From an optimization exercise on the open Yosys and OpenROAD flow, aimed at small area and few clock cycles; shortcuts taken in it are not production practice.
Function was checked by simulation only, so behaviour that the tests miss may differ from the original.
Power is estimated from default activity; no workload was simulated.

### flow/run.sh
#!/bin/bash
# synth_recipe.tcl (not shown) runs the flow's synth.tcl, then flattens the netlist and writes it again
# the make line also repeats each setting of config.mk as NAME=value (left out here)
make -C /OpenROAD-flow-scripts/flow DESIGN_CONFIG=/design/flow/config.mk WORK_HOME=/design/flow/orfs CLKGATE_MAP_FILE= SYNTH_SCRIPT=/design/flow/synth_recipe.tcl finish
### flow/config.mk
export PLATFORM = sky130hd
export DESIGN_NAME = geq_encoder
export DESIGN_NICKNAME = geq_encoder
export VERILOG_FILES = /design/flow/design.v
export SDC_FILE = /design/flow/constraint.sdc
export NUM_CORES = 4
export LEC_CHECK = 0
export CAP_MARGIN = 20
export CORE_MARGIN = 2
export CORE_UTILIZATION = 40
export SLEW_MARGIN = 20
### flow/constraint.sdc
create_clock -name core_clock -period 10.0 [get_ports {clk}]
set_input_delay 2.0000 -clock core_clock [delete_from_list [all_inputs] [get_ports {clk}]]
set_output_delay 2.0000 -clock core_clock [all_outputs]
set_load 0.01 [all_outputs]
### flow/design.v
module geq_encoder (
    input  wire         clk,
    input  wire         rst,               
    input  wire         in_valid,
    output wire         in_ready,
    input  wire [7:0]   in_board_id,
    input  wire [7:0]   in_frame_seq,
    input  wire [7:0]   in_brightness,
    input  wire [423:0] in_bars,           
    input  wire         in_scope_en,
    input  wire [423:0] in_scope,          
    input  wire         in_vu_en,
    input  wire [31:0]  in_vu,             
    output wire         out_valid,
    input  wire         out_ready,
    output reg  [7:0]   out_byte,
    output wire         out_last
);
    localparam integer BODY_LEN = 113;
    localparam integer PKT_LEN  = 116;
    localparam [7:0] BAR_MAX   = 8'd11;
    localparam [7:0] SCOPE_MAX = 8'd10;
    localparam [7:0] VU_MAX    = 8'd53;
    function [7:0] clamp;
        input [7:0] v;
        input [7:0] max;
        clamp = (v > max) ? max : v;
    endfunction
    reg                  busy;             
    reg [6:0]            idx;              
    reg [8*BODY_LEN-1:0] body;             
    reg                  scope_en;
    reg                  vu_en;
    assign in_ready  = !busy;
    assign out_valid = busy;
    assign out_last  = (idx == PKT_LEN - 1);
    wire take = in_valid && in_ready;
    wire sent = out_valid && out_ready;
    always @(posedge clk) begin
        if (rst) begin
            busy <= 1'b0;
            idx  <= 7'd0;
        end else if (take) begin
            busy <= 1'b1;
            idx  <= 7'd0;
        end else if (sent) begin
            if (out_last)
                busy <= 1'b0;
            idx <= idx + 7'd1;
        end
    end
    always @(posedge clk) begin
        if (take) begin
            body     <= {in_vu, in_scope, in_bars, in_brightness, in_frame_seq, in_board_id};
            scope_en <= in_scope_en;
            vu_en    <= in_vu_en;
        end
    end
    reg [8*BODY_LEN-1:0] wire_body;
    integer i;
    always @* begin
        for (i = 0; i < BODY_LEN; i = i + 1) begin
            if (i < 3)
                wire_body[8*i +: 8] = body[8*i +: 8];
            else if (i < 56)
                wire_body[8*i +: 8] = clamp(body[8*i +: 8], BAR_MAX);
            else if (i < 109)
                wire_body[8*i +: 8] = scope_en ? clamp(body[8*i +: 8], SCOPE_MAX) : 8'h00;
            else
                wire_body[8*i +: 8] = vu_en ? clamp(body[8*i +: 8], VU_MAX) : 8'h00;
        end
    end
    reg [7:0] checksum;
    always @* begin
        checksum = 8'h00;
        for (i = 0; i < BODY_LEN; i = i + 1)
            checksum = checksum ^ wire_body[8*i +: 8];
    end
    always @* begin
        if (idx == 7'd0)
            out_byte = 8'hAA;
        else if (idx == 7'd1)
            out_byte = 8'h55;
        else if (idx == PKT_LEN - 1)
            out_byte = checksum;
        else
            out_byte = wire_body[8*(idx-7'd2) +: 8];
    end
endmodule
==> results of run 1 <==
## final timing paths
kind	startpoint	to	cells after the start
worst max-delay path	idx[1]$_SDFFE_PP0P_	out_byte[3]	12
worst min-delay path	idx[6]$_SDFFE_PP0P_	idx[6]$_SDFFE_PP0P_	2
worst max register to register	idx[0]$_SDFFE_PP0P_	busy$_SDFFE_PP0P_	7
worst min register to register	idx[6]$_SDFFE_PP0P_	idx[6]$_SDFFE_PP0P_	2
## area by class of cell
type | instances | area share (%)
clock inverter | 64 | 1.186
tap | 1298 | 2.966
timing repair buffer | 952 | 17.35
clock buffer | 119 | 4.775
sequential | 914 | 49.99
antenna | 32 | 0.1462
multi-input combinational | 1801 | 23.55
inverter | 5 | 0.03884
## sequential cells by signal, indices dropped and copies added (netlist names)
register,count
idx,7
vu_en,1
scope_en,1
body,904
busy,1
## per-layer routing
metal	part of all wire [%]	global-route usage, %	up-vias
met5	0.087	0	-
met4	2.2	8.287	20
met3	8.6	7.042	192
met2	50	48.56	1280
met1	39	35.88	14010
li1	-	-	12720
## logic make-up (layout without fill, tap and decap cells)
kind of cell	count (synthesis)	in the layout	synth area share, %
buf+inv	76	1140	0.7174
mux	83	83	3.819
other cells	0	32	0
simple gates	814	814	10.13
flops	914	914	67.64
xor+xnor	452	452	10.60
compound gates	447	447	6.942
fa+ha+maj	5	5	0.1546
## cells in the final DEF, fill, tap and decap left out, types with 70 or more instances in the layout
| cell | instances |
|---|---|
| a21oi_1 | 144 |
| nor4_1 | 82 |
| edfxtp_1 | 906 |
| xnor2_1 | 339 |
| xor2_1 | 85 |
| nand2_1 | 220 |
| o21ai_0 | 106 |
| nor2b_1 | 70 |
| clkdlybuf4s50_1 | 920 |
| nand3_1 | 85 |
| nor2_1 | 157 |
| clkbuf_16 | 101 |
## power groups by stage
stage          combinational (mW)  sequential (mW)  clock (mW)
2_1_floorplan               0.365             4.71           0
3_3_place_gp                0.878             4.66           0
3_5_place_dp                0.883             4.66           0
4_1_cts                     0.887             4.58        3.78
5_1_grt                     0.937             4.60        3.93
6_report                    0.889             4.58        3.71
## worst max-delay path: cells and delay by family, from the launching register on
| family | cells | cell delay [ps] |
|---|---|---|
| compound gates | 3 | 1130 |
| xor+xnor | 1 | 860 |
| fa+ha+maj | 1 | 300 |
| buf+inv | 3 | 1410 |
| flops | 1 | 440 |
| simple gates | 4 | 890 |
==> results_dict.tcl, run 1 <==
set metrics [dict create \
    hold_viol 0 \
    register_area_um2 27370 \
    gp_routability_congestion 0.9453 \
    synthesis.nets 3706 \
    hold_path_class "flop to flop" \
    grt_pass1_wl_um 205600 \
    ys_ff_latch 914 \
    dp_cells 4970 \
    die_h_um 322.0 \
    crit_type "flop to output port" \
    via_per_inst 5.443 \
    netlist_instances 2791 \
    layout_min_cycle_time_ps 7741 \
    hpwl_um 121600 \
    drive_gt1_share_pct 7.185 \
    port_buffers 920 \
    synth_largest_area_cell "edfxtp_1" \
    grt_max_degree 193 \
    final_nets 4689 \
    worst_slack_ps 2259 \
    crit_path_max_fanout 38 \
    post-cts-setup-buffer-count 0 \
    synthFlopType "edfxtp_1" \
    design_area_um2 54760 \
    synthTopCellsByCount "edfxtp_1 (906), xnor2_1 (341), nand2_1 (220), nor2_1 (160), a21oi_1 (144)" \
    cts-root-buf "clkbuf_16" \
    fin_util_pct 54.68 \
    yosysTopAreaCellShare_pct 67.24 \
    clock_power_share_pct 40.4 \
    die_x_um 322.0 \
    overflow 0 \
    drv_slew 0 \
    p_sw_mw 2.052 \
    seq_power_share_pct 49.9 \
    fin_cells 5185 \
    htreeDepth 3 \
    ant_nets 0 \
    multi_input_comb_area_um2 12890 \
    syn_area_um2 40460 \
    area_growth_pct 35.34 \
    placed_area_um2 51400 \
    max_freq_mhz 129.2 \
    max-clock-path-buffers 3 \
    drt_wl_total_um 151600 \
    synth_most_common_cell "edfxtp_1" \
    drtIter0Drc 2748 \
    hold_buffers 0 \
    grt_use_total_pct 28.49 \
    antenna_found_initial 42 \
    dr.pass1.iters 6 \
    clkTransAtPathRegs_ps 70 \
    die_area_um2 103700 \
    tns_ps 0 \
    finalCritPeriodShare_pct 77.41 \
    total_leakage_power_nw 17.78 \
    cpMaxStageDelayCell "xnor2_2" \
    intPower_mw 7.131 \
    wl_per_cell_um 29.23 \
    pre_cts_slack_ps 2914 \
    skew_ps 20.92 \
    status "finished clean" \
    drc 0 \
    power_per_cell_area_nw_per_um2 167.7 \
    async_flop_share_pct 0 \
    yosys_warnings 1 \
    swShare_pct 22.35 \
    maxSlewHeadroom_pct 22.49 \
    num_vias 28220 \
    cts_tree "built" \
    synthDistinctLibCells 69 \
    holdWs_ps 608.0 \
    coreArea_um2 100100 \
    tightest_slew_ps 1152 \
    clock_latency_ps 680 \
    initial_core_util_pct 40.40 \
    cts-resized-gates 0 \
    grt_pass1_vias 27890 \
    start_kind "flop" \
    cp_data_required_time_ps 8000 \
    cts_buffers 100 \
    cp-end-kind "output port" \
    worstPathCellList "inv_4, ha_4, xnor2_2, buf_4, and2_1, nand4_1, nor2_1, a221oi_1, a211oi_1, nor3_1, o31ai_1, clkdlybuf4s50_1" \
    io_pins 921 \
    synthTopCellsByArea "edfxtp_1 (67%), xnor2_1 (7.4%), mux4_2 (3.2%)" \
    nFillCells 8481 \
    finalSetupViolations 0 \
    cts.sinks 914 \
    syn_avg_cell_area_um2 14.50 \
    combPwrFrac_pct 9.7 \
    maxCapViolCount 0 \
    yosysSeqAreaShare_pct 67.64 \
    ir_drop_uv 127.3 \
    crit_arrival_ps 5740 \
    rsz0062_at_grt "no" \
    reg2reg_slack_ps 7050 \
    rows 116 \
    critPathMaxStageDelay_ps 860 \
    power.total_mw 9.183 \
    synth_edf_count 906 \
]
Testbench counts, summed over its fixed seeds: cycles 140,400.
==> run 2, diff against run 1 <==
==> flow/design.v (replaced) <==
module geq_encoder (
    input  wire         clk,
    input  wire         rst,               
    input  wire         in_valid,
    output wire         in_ready,
    input  wire [7:0]   in_board_id,
    input  wire [7:0]   in_frame_seq,
    input  wire [7:0]   in_brightness,
    input  wire [423:0] in_bars,           
    input  wire         in_scope_en,
    input  wire [423:0] in_scope,          
    input  wire         in_vu_en,
    input  wire [31:0]  in_vu,             
    output wire         out_valid,
    input  wire         out_ready,
    output reg  [7:0]   out_byte,
    output wire         out_last
);
    localparam [6:0] LAST = 7'd115;        
    function [3:0] code4;
        input [7:0] v;
        reg h;
        begin
            h = |v[7:4];
            code4 = {v[3] | h, v[2] | h, v[1], v[0]};
        end
    endfunction
    function [5:0] code6;
        input [7:0] v;
        reg h;
        begin
            h = v[7] | v[6];
            code6 = {v[5] | h, v[4] | h, v[3], v[2] | h, v[1] | h, v[0]};
        end
    endfunction
    reg        busy;                       
    reg [6:0]  idx;                        
    reg [7:0]  chk;                        
    reg [7:0]  hdr [0:2];
    reg [3:0]  bar [0:52];
    reg [3:0]  scp [0:52];
    reg [5:0]  vu  [0:3];
    reg        scope_en;
    reg        vu_en;
    assign out_valid = busy;
    assign out_last  = (idx == LAST);
    assign in_ready  = !busy || (out_last && out_ready);
    wire take = in_valid && in_ready;
    wire sent = out_valid && out_ready;
    always @(posedge clk) begin
        if (rst) begin
            busy <= 1'b0;
            idx  <= 7'd0;
        end else if (take) begin
            busy <= 1'b1;
            idx  <= 7'd0;
        end else if (sent) begin
            if (out_last)
                busy <= 1'b0;
            idx <= idx + 7'd1;
        end
    end
    integer i;
    always @(posedge clk) begin
        if (take) begin
            hdr[0] <= in_board_id;
            hdr[1] <= in_frame_seq;
            hdr[2] <= in_brightness;
            for (i = 0; i < 53; i = i + 1) begin
                bar[i] <= code4(in_bars[8*i +: 8]);
                scp[i] <= code4(in_scope[8*i +: 8]);
            end
            for (i = 0; i < 4; i = i + 1)
                vu[i] <= code6(in_vu[8*i +: 8]);
            scope_en <= in_scope_en;
            vu_en    <= in_vu_en;
        end
    end
    reg [7:0] code;
    always @* begin
        code = 8'h00;
        if (idx >= 7'd2 && idx < 7'd5)
            code = hdr[idx - 7'd2];
        else if (idx >= 7'd5 && idx < 7'd58)
            code = {4'h0, bar[idx - 7'd5]};
        else if (idx >= 7'd58 && idx < 7'd111)
            code = {4'h0, scp[idx - 7'd58]};
        else if (idx >= 7'd111 && idx < 7'd115)
            code = {2'b00, vu[idx - 7'd111]};
    end
    always @* begin
        if (idx == 7'd0)
            out_byte = 8'hAA;
        else if (idx == 7'd1)
            out_byte = 8'h55;
        else if (idx < 7'd5)
            out_byte = code;
        else if (idx < 7'd58)
            out_byte = (code[3] & code[2]) ? 8'd11 : code;
        else if (idx < 7'd111)
            out_byte = !scope_en ? 8'd0 :
                       (code[3] & (code[2] | (code[1] & code[0]))) ? 8'd10 : code;
        else if (idx < 7'd115)
            out_byte = !vu_en ? 8'd0 : (code > 8'd53) ? 8'd53 : code;
        else
            out_byte = chk;
    end
    always @(posedge clk) begin
        if (take)
            chk <= 8'h00;
        else if (sent && idx >= 7'd2)
            chk <= chk ^ out_byte;
    end
endmodule
==> results_dict.tcl, run 2 <==
set metrics [dict create \
    yosys_warnings 5 \
    synthFlopType "edfxtp_1" \
    synthesis.nets 2779 \
    synthTopCellsByArea "edfxtp_1 (61%), nand2b_1 (6.1%), nor4_1 (3.4%)" \
    synth_edf_count 474 \
    async_flop_share_pct 0 \
    error "[ERROR PPL-0024] Number of IO pins (921) exceeds maximum number of available positions (880). Increase the die perimeter from 978.30um to 1252.56um." \
    rows 88 \
    initial_core_util_pct 40.28 \
    die_h_um 244.6 \
    netlist_instances 1857 \
    synth_most_common_cell "edfxtp_1" \
    syn_avg_cell_area_um2 12.47 \
    status "stopped before the end" \
    synthTopCellsByCount "edfxtp_1 (474), nand2b_1 (225), nor4_1 (124), nand2_1 (122), nor2_1 (69)" \
    ys_ff_latch 490 \
    synth_largest_area_cell "edfxtp_1" \
    synthDistinctLibCells 88 \
    syn_area_um2 23150 \
    yosysTopAreaCellShare_pct 61.48 \
    die_x_um 244.6 \
    haltStage "3_2_place_iop" \
    yosysSeqAreaShare_pct 62.87 \
]
[run 2: cell count changes after synthesis, sizes merged, moves of 54 or more]
cell and change:
xnor2 -330, nand2 -98, mux4 -54, o21ai -63
a21oi -93, nand2b +218, xor2 -77, edfxtp -432
nor2b -60, nor2 -89
[run 2: cells by family after synthesis]
logic type                 count (synthesis)  share of synthesized area [%]
buffers and inverters                    124                          2.151
muxes                                     43                          2.070
and+or+nand+nor                          739                          17.59
adders and majority gates                 12                         0.6485
AOI/OAI and AO/OA                        427                          13.68
DFF                                      490                          62.87
xor gates and xnor gates                  22                         0.9945
Testbench counts of run 2, summed over its fixed seeds: cycles 139,208.
==> run 3, diff against run 2 <==
--- a/flow/config.mk
+++ b/flow/config.mk
@@ -6,6 +6,6 @@
 export NUM_CORES = 4
 export LEC_CHECK = 0
 export CAP_MARGIN = 20
-export CORE_MARGIN = 2
-export CORE_UTILIZATION = 40
+export CORE_AREA = 5 5 325 325
+export DIE_AREA = 0 0 330 330
 export SLEW_MARGIN = 20
==> results_dict.tcl, run 3 <==
set metrics [dict create \
    status "finished clean" \
    synth_edf_count 474 \
    port_buffers 920 \
    crit_arrival_ps 7200 \
    initial_core_util_pct 22.75 \
    finalCritPeriodShare_pct 91.98 \
    crit_buf_inv 3 \
    final_common_cell "clkdlybuf4s50_1" \
    worst_slack_ps 801.9 \
    synthTopCellsByArea "edfxtp_1 (61%), nand2b_1 (6.1%), nor4_1 (3.4%)" \
    hold_buffers 0 \
    clkTransAtPathRegs_ps 60 \
    top_regs "bar x212, scp x212" \
    cts-resized-gates 0 \
    drt_wl_total_um 114000 \
    synth_largest_area_cell "edfxtp_1" \
    yosysTopAreaCellShare_pct 61.48 \
    crit_type "flop to output port" \
    synthesis.nets 2779 \
    layout_min_cycle_time_ps 9198 \
    skew_ps 34.98 \
    netlist_instances 1857 \
    post-cts-setup-buffer-count 0 \
    dr.pass1.iters 6 \
    finalSetupViolations 0 \
    syn_avg_cell_area_um2 12.47 \
    yosysSeqAreaShare_pct 62.87 \
    start_kind "flop" \
    layout_common_cells "clkdlybuf4s50_1 (920), edfxtp_1 (474), nand2b_1 (225)" \
    maxCapViolCount 0 \
    crit_path_max_fanout 28 \
    synth_most_common_cell "edfxtp_1" \
    overflow 0 \
    ant_nets 0 \
    worstPathCellList "inv_1, ha_1, xor2_4, o2111ai_1, buf_4, nor4_1, o21ai_0, o211a_1, and4b_1, nor3b_1, nor2_1, and2_1, o21a_1, o31ai_1, clkdlybuf4s50_1" \
    max-clock-path-buffers 3 \
    die_x_um 330 \
    antenna_found_initial 21 \
    via_per_inst 4.857 \
    syn_area_um2 23150 \
    cts_tree "built" \
    io_pins 921 \
    async_flop_share_pct 0 \
    maxSlewHeadroom_pct 16.67 \
    coreArea_um2 101700 \
    total_leakage_power_nw 11.18 \
    grt_use_total_pct 19.72 \
    area_growth_pct 55.30 \
    synthFlopType "edfxtp_1" \
    rsz0062_at_grt "no" \
    die_area_um2 108900 \
    wl_per_cell_um 27.21 \
    hold_path_class "flop to flop" \
    ir_drop_uv 116.7 \
    grt_pass1_wl_um 152800 \
    yosys_warnings 5 \
    cp_data_required_time_ps 8000 \
    tightest_slew_ps 1239 \
    drtIter0Drc 1891 \
    synthTopCellsByCount "edfxtp_1 (474), nand2b_1 (225), nor4_1 (124), nand2_1 (122), nor2_1 (69)" \
    die_h_um 330 \
    cts-root-buf "clkbuf_16" \
    ys_ff_latch 490 \
    clock_latency_ps 660 \
    rows 117 \
    nFillCells 10090 \
    pre_cts_slack_ps 1695 \
    htreeDepth 2 \
    synthDistinctLibCells 88 \
    gp_routability_congestion 0.9598 \
    register_area_um2 14560 \
    hpwl_um 91070 \
    drive_gt1_share_pct 6.075 \
    hold_viol 0 \
    grt_pass1_vias 20830 \
    cp-end-kind "output port" \
    critPathMaxStageDelay_ps 950 \
    cts_buffers 57 \
    num_vias 20350 \
    multi_input_comb_area_um2 8223 \
    drc 0 \
    drv_slew 0 \
    power.total_mw 5.078 \
    final_nets 3691 \
    max_freq_mhz 108.7 \
    power_per_cell_area_nw_per_um2 141.2 \
    path_delay_family "simple AND/OR/NAND/NOR gates" \
    cpMaxStageDelayCell "nor4_1" \
    tns_ps 0 \
    cts.sinks 490 \
    grt_max_degree 152 \
]
==> run 3: through the flow <==
stage,hold WS (ps),area (µm²),instances,util [%]
global placement,468.4,34090,4076,33.50
floorplan,452.0,23150,1857,-
global route,517.8,35950,4189,35.34
finish,494.4,35950,4189,35.34
detailed placement,482.4,34090,4077,33.51
CTS,490.6,35930,4182,35.32
==> run 3: worst reg2reg max path, delay by kind of cell, from the launching register on <==
family,cells,cell delay (ps)
and+or+nand+nor,6,2090
AOI/OAI and AO/OA,5,1180
DFF,1,830
xor gates and xnor gates,1,830
buffers and inverters,2,610
adders and majority gates,1,560
==> run 3: worst paths after layout <==
check	slack (ps)	to	from	depth (start not counted)
worst max register to register	3830	chk[3]$_SDFFE_PP0P_	idx[0]$_SDFFE_PP0P_	15
worst min register to register	490	chk[4]$_SDFFE_PP0P_	chk[4]$_SDFFE_PP0P_	2
worst max-delay path	800	out_byte[3]	idx[0]$_SDFFE_PP0P_	15
worst min-delay path	490	chk[4]$_SDFFE_PP0P_	chk[4]$_SDFFE_PP0P_	2
==> run 3: area by class of cell <==
cell class,instances,share of cell area (%)
flip-flops and latches,490,40.49
repair buffers,959,26.52
multi-input cells,1243,22.87
well taps,1368,4.761
clock buffers,65,4.051
clock inverters,40,1.075
inverters,18,0.1984
diodes,6,0.04176
==> run 3: cells by family after synthesis <==
family | count (synthesis) | share of synthesized area (%)
mux | 43 | 2.070
fa+ha+maj | 12 | 0.6485
xor+xnor | 22 | 0.9945
flops | 490 | 62.87
compound gates | 427 | 13.68
buf+inv | 124 | 2.151
simple gates | 739 | 17.59
==> run 3: routing by layer <==
layer  global-route usage, %  share of wire (%)  routed length, µm  vias up
met1                   25.80                 41              47230     9913
met4                   5.387                2.6               2958       18
met3                   6.475                9.5              10860      151
li1                        -                  -                  -     9237
met5                       0              0.095                108        -
met2                   31.48                 46              52830     1028
==> run 3: power by group <==
| part | switching, mW | leakage (nW) | internal, mW |
|---|---|---|---|
| combinational | 0.229 | 6.08 | 0.378 |
| clock | 0.900 | 0.897 | 1.18 |
| sequential | 0.0390 | 4.20 | 2.35 |
==> run 4, diff against run 3 <==
==> flow/flow/run.sh (new file) <==
#!/bin/bash
# The standard layout, with each port buffered by the smallest buffer
# (sky130_fd_sc_hd__buf_1) instead of the cell buffer_ports picks by itself.
set -euo pipefail
cd "$(dirname "$0")/.."
export BUFFER_PORTS_ARGS="-buffer_cell sky130_fd_sc_hd__buf_1"
bash standard.sh finish > standard.log 2>&1
==> flow/standard.sh (new file) <==
#!/bin/bash
# synth_recipe.tcl (not shown) runs the flow's synth.tcl, then flattens the netlist and writes it again
# the make line also repeats each setting of config.mk as NAME=value (left out here)
make -C /OpenROAD-flow-scripts/flow DESIGN_CONFIG=/design/flow/config.mk WORK_HOME=/design/flow/orfs CLKGATE_MAP_FILE= SYNTH_SCRIPT=/design/flow/synth_recipe.tcl "${@:-finish}"
removed: flow/run.sh
==> results_dict.tcl, run 4 <==
set metrics [dict create \
    cts-root-buf "clkbuf_16" \
    rows 117 \
    drtIter0Drc 2232 \
    die_h_um 330 \
    crit_type "flop to output port" \
    grt_max_degree 193 \
    grt_pass1_wl_um 149900 \
    post-cts-setup-buffer-count 0 \
    finalSetupViolations 0 \
    synth_most_common_cell "edfxtp_1" \
    final_nets 3688 \
    dr_wl_met3_um 8833 \
    dp_cells 4074 \
    clkTransAtPathRegs_ps 70 \
    synth_largest_area_cell "edfxtp_1" \
    overflow 0 \
    hold_viol 0 \
    yosys_warnings 5 \
    drv_slew 0 \
    synthDistinctLibCells 88 \
    maxSlewHeadroom_pct 14.43 \
    synthTopCellsByCount "edfxtp_1 (474), nand2b_1 (225), nor4_1 (124), nand2_1 (122), nor2_1 (69)" \
    coreArea_um2 101700 \
    yosysSeqAreaShare_pct 62.87 \
    skew_ps 18.98 \
    r2r_start "idx[0]$_SDFFE_PP0P_" \
    worstHoldStart "chk[4]$_SDFFE_PP0P_" \
    clock_latency_ps 640 \
    cp-end-kind "output port" \
    synthTopCellsByArea "edfxtp_1 (61%), nand2b_1 (6.1%), nor4_1 (3.4%)" \
    power_per_cell_area_nw_per_um2 161.7 \
    drive_gt1_share_pct 5.970 \
    syn_area_um2 23150 \
    htreeDepth 2 \
    async_flop_share_pct 0 \
    crit_arrival_ps 6820 \
    drt_wl_total_um 112300 \
    cts-resized-gates 0 \
    ys_ff_latch 490 \
    hold_path_class "flop to flop" \
    m1WireLength_um 50490 \
    port_buffers 920 \
    synthesis.nets 2779 \
    io_pins 921 \
    max_freq_mhz 113.4 \
    multi_input_comb_area_um2 8223 \
    dr.pass1.iters 8 \
    initial_core_util_pct 22.75 \
    tns_ps 0 \
    finalCritPeriodShare_pct 88.21 \
    fin_cells 4191 \
    netlist_instances 1857 \
    cp_data_required_time_ps 8000 \
    die_x_um 330 \
    ir_drop_uv 113.0 \
    area_growth_pct 30.43 \
    nFillCells 10540 \
    layout_common_cells "buf_1 (920), edfxtp_1 (474), nand2b_1 (225)" \
    layout_min_cycle_time_ps 8821 \
    crit_path_max_fanout 28 \
    top_regs "bar x212, scp x212" \
    crit_start "idx[0]$_SDFFE_PP0P_" \
    grt_pass1_vias 20340 \
    die_area_um2 108900 \
    total_leakage_power_nw 8.667 \
    tightest_slew_ps 1272 \
    wl_per_cell_um 26.79 \
    drc 0 \
    register_area_um2 14560 \
    status "finished clean" \
    top_layer "met5" \
    yosysTopAreaCellShare_pct 61.48 \
    final_common_cell "buf_1" \
    ant_nets 0 \
    hold_buffers 0 \
    hpwl_um 88190 \
    dr_wl_met2_um 50430 \
    syn_avg_cell_area_um2 12.47 \
    synthFlopType "edfxtp_1" \
    cts_buffers 57 \
    grt_use_total_pct 19.34 \
    rsz0062_at_grt "no" \
    cts_tree "built" \
    cts.sinks 490 \
    antenna_found_initial 22 \
    start_kind "flop" \
    via_per_inst 4.916 \
    gp_routability_congestion 0.9583 \
    max-clock-path-buffers 3 \
    num_vias 20600 \
    synth_edf_count 474 \
    maxCapViolCount 0 \
]
## run 4: cell type report
| class | instances | share of cell area, % |
|---|---|---|
| antenna | 9 | 0.07458 |
| sequential | 490 | 48.21 |
| inverter | 18 | 0.2362 |
| multi-input combinational | 1243 | 27.23 |
| clock buffer | 70 | 5.026 |
| timing repair buffer | 956 | 12.36 |
| clock inverter | 37 | 1.193 |
| tap | 1368 | 5.668 |
## run 4: through the flow
step	hold slack [ps]	utilization (%)	setup slack (ps)	instance area, µm²	power, mW
floorplan	452.0	-	49.86	23150	2.581
global placement	467.6	27.81	2158	28290	2.808
detailed placement	481.8	27.81	2053	28290	2.808
CTS	490.9	29.65	1331	30170	4.943
global route	511.0	29.67	1046	30190	5.064
finish	490.7	29.68	1179	30200	4.884
## run 4: logic make-up after synthesis
group	share of synthesized area, %
and+or+nand+nor	17.59
AOI/OAI and AO/OA	13.68
buffers and inverters	2.151
xor gates and xnor gates	0.9945
muxes	2.070
adders and majority gates	0.6485
DFF	62.87
## run 4: metal layers
metal	vias up	track usage, %
li1	9236	-
met1	10130	27.84
met2	1083	29.85
met3	139	4.183
met4	14	4.555
met5	-	0
## run 4: power breakdown
| group | switching [mW] | leakage [nW] | internal (mW) |
|---|---|---|---|
| sequential | 0.0433 | 4.20 | 2.35 |
| clock | 0.896 | 0.922 | 1.22 |
| combinational | 0.229 | 3.55 | 0.146 |
## run 4: final timing paths
path	endpoint	depth (start not counted)	slack (ps)
worst max-delay path	out_byte[2]	14	1180
worst min-delay path	chk[4]$_SDFFE_PP0P_	2	490
worst max register to register	chk[1]$_SDFFE_PP0P_	15	4030
worst min register to register	chk[4]$_SDFFE_PP0P_	2	490
## run 4: worst max-delay path, stage by stage (launching register included)
cell and delay, ps:
dfxtp_1 850, inv_1 340, ha_1 570, xnor2_2 230
buf_4 410, o2111ai_1 610, a211oi_1 810, o21ai_0 200
o211a_1 190, and4b_1 260, a211oi_2 330, nor2_2 140
o2111ai_1 250, nor4bb_1 720, buf_1 240

==> what the ideal ports hide <==
In the flow no input, the clock included, has a driving cell. The finished layouts below were timed again as built, in two steps. Step 1 (the two cells are an assumption about what drives the block):
set clk [get_ports {clk}]
set_driving_cell -lib_cell sky130_fd_sc_hd__clkbuf_16 $clk
set_driving_cell -lib_cell sky130_fd_sc_hd__buf_2 [delete_from_list [all_inputs] $clk]
Step 2 also shifts input and output timing later by t, the mid clock arrival at the registers, as if the neighbouring blocks saw the same clock. Slacks: ideal / step 1 / step 2; pairs: ideal / step 1.
| run | t (ns) | setup slack, ns | worst slew at a driven data input, ns |
|---|---|---|---|
| run 1 | 0.747 | 2.259 / 2.188 / 2.935 | 0.20 |
| run 3 | 0.712 | 0.802 / 0.737 / 1.449 | 0.22 |
| run 4 | 0.689 | 1.179 / 1.119 / 1.808 | 0.19 |
After both steps setup and hold are still met in every run listed.
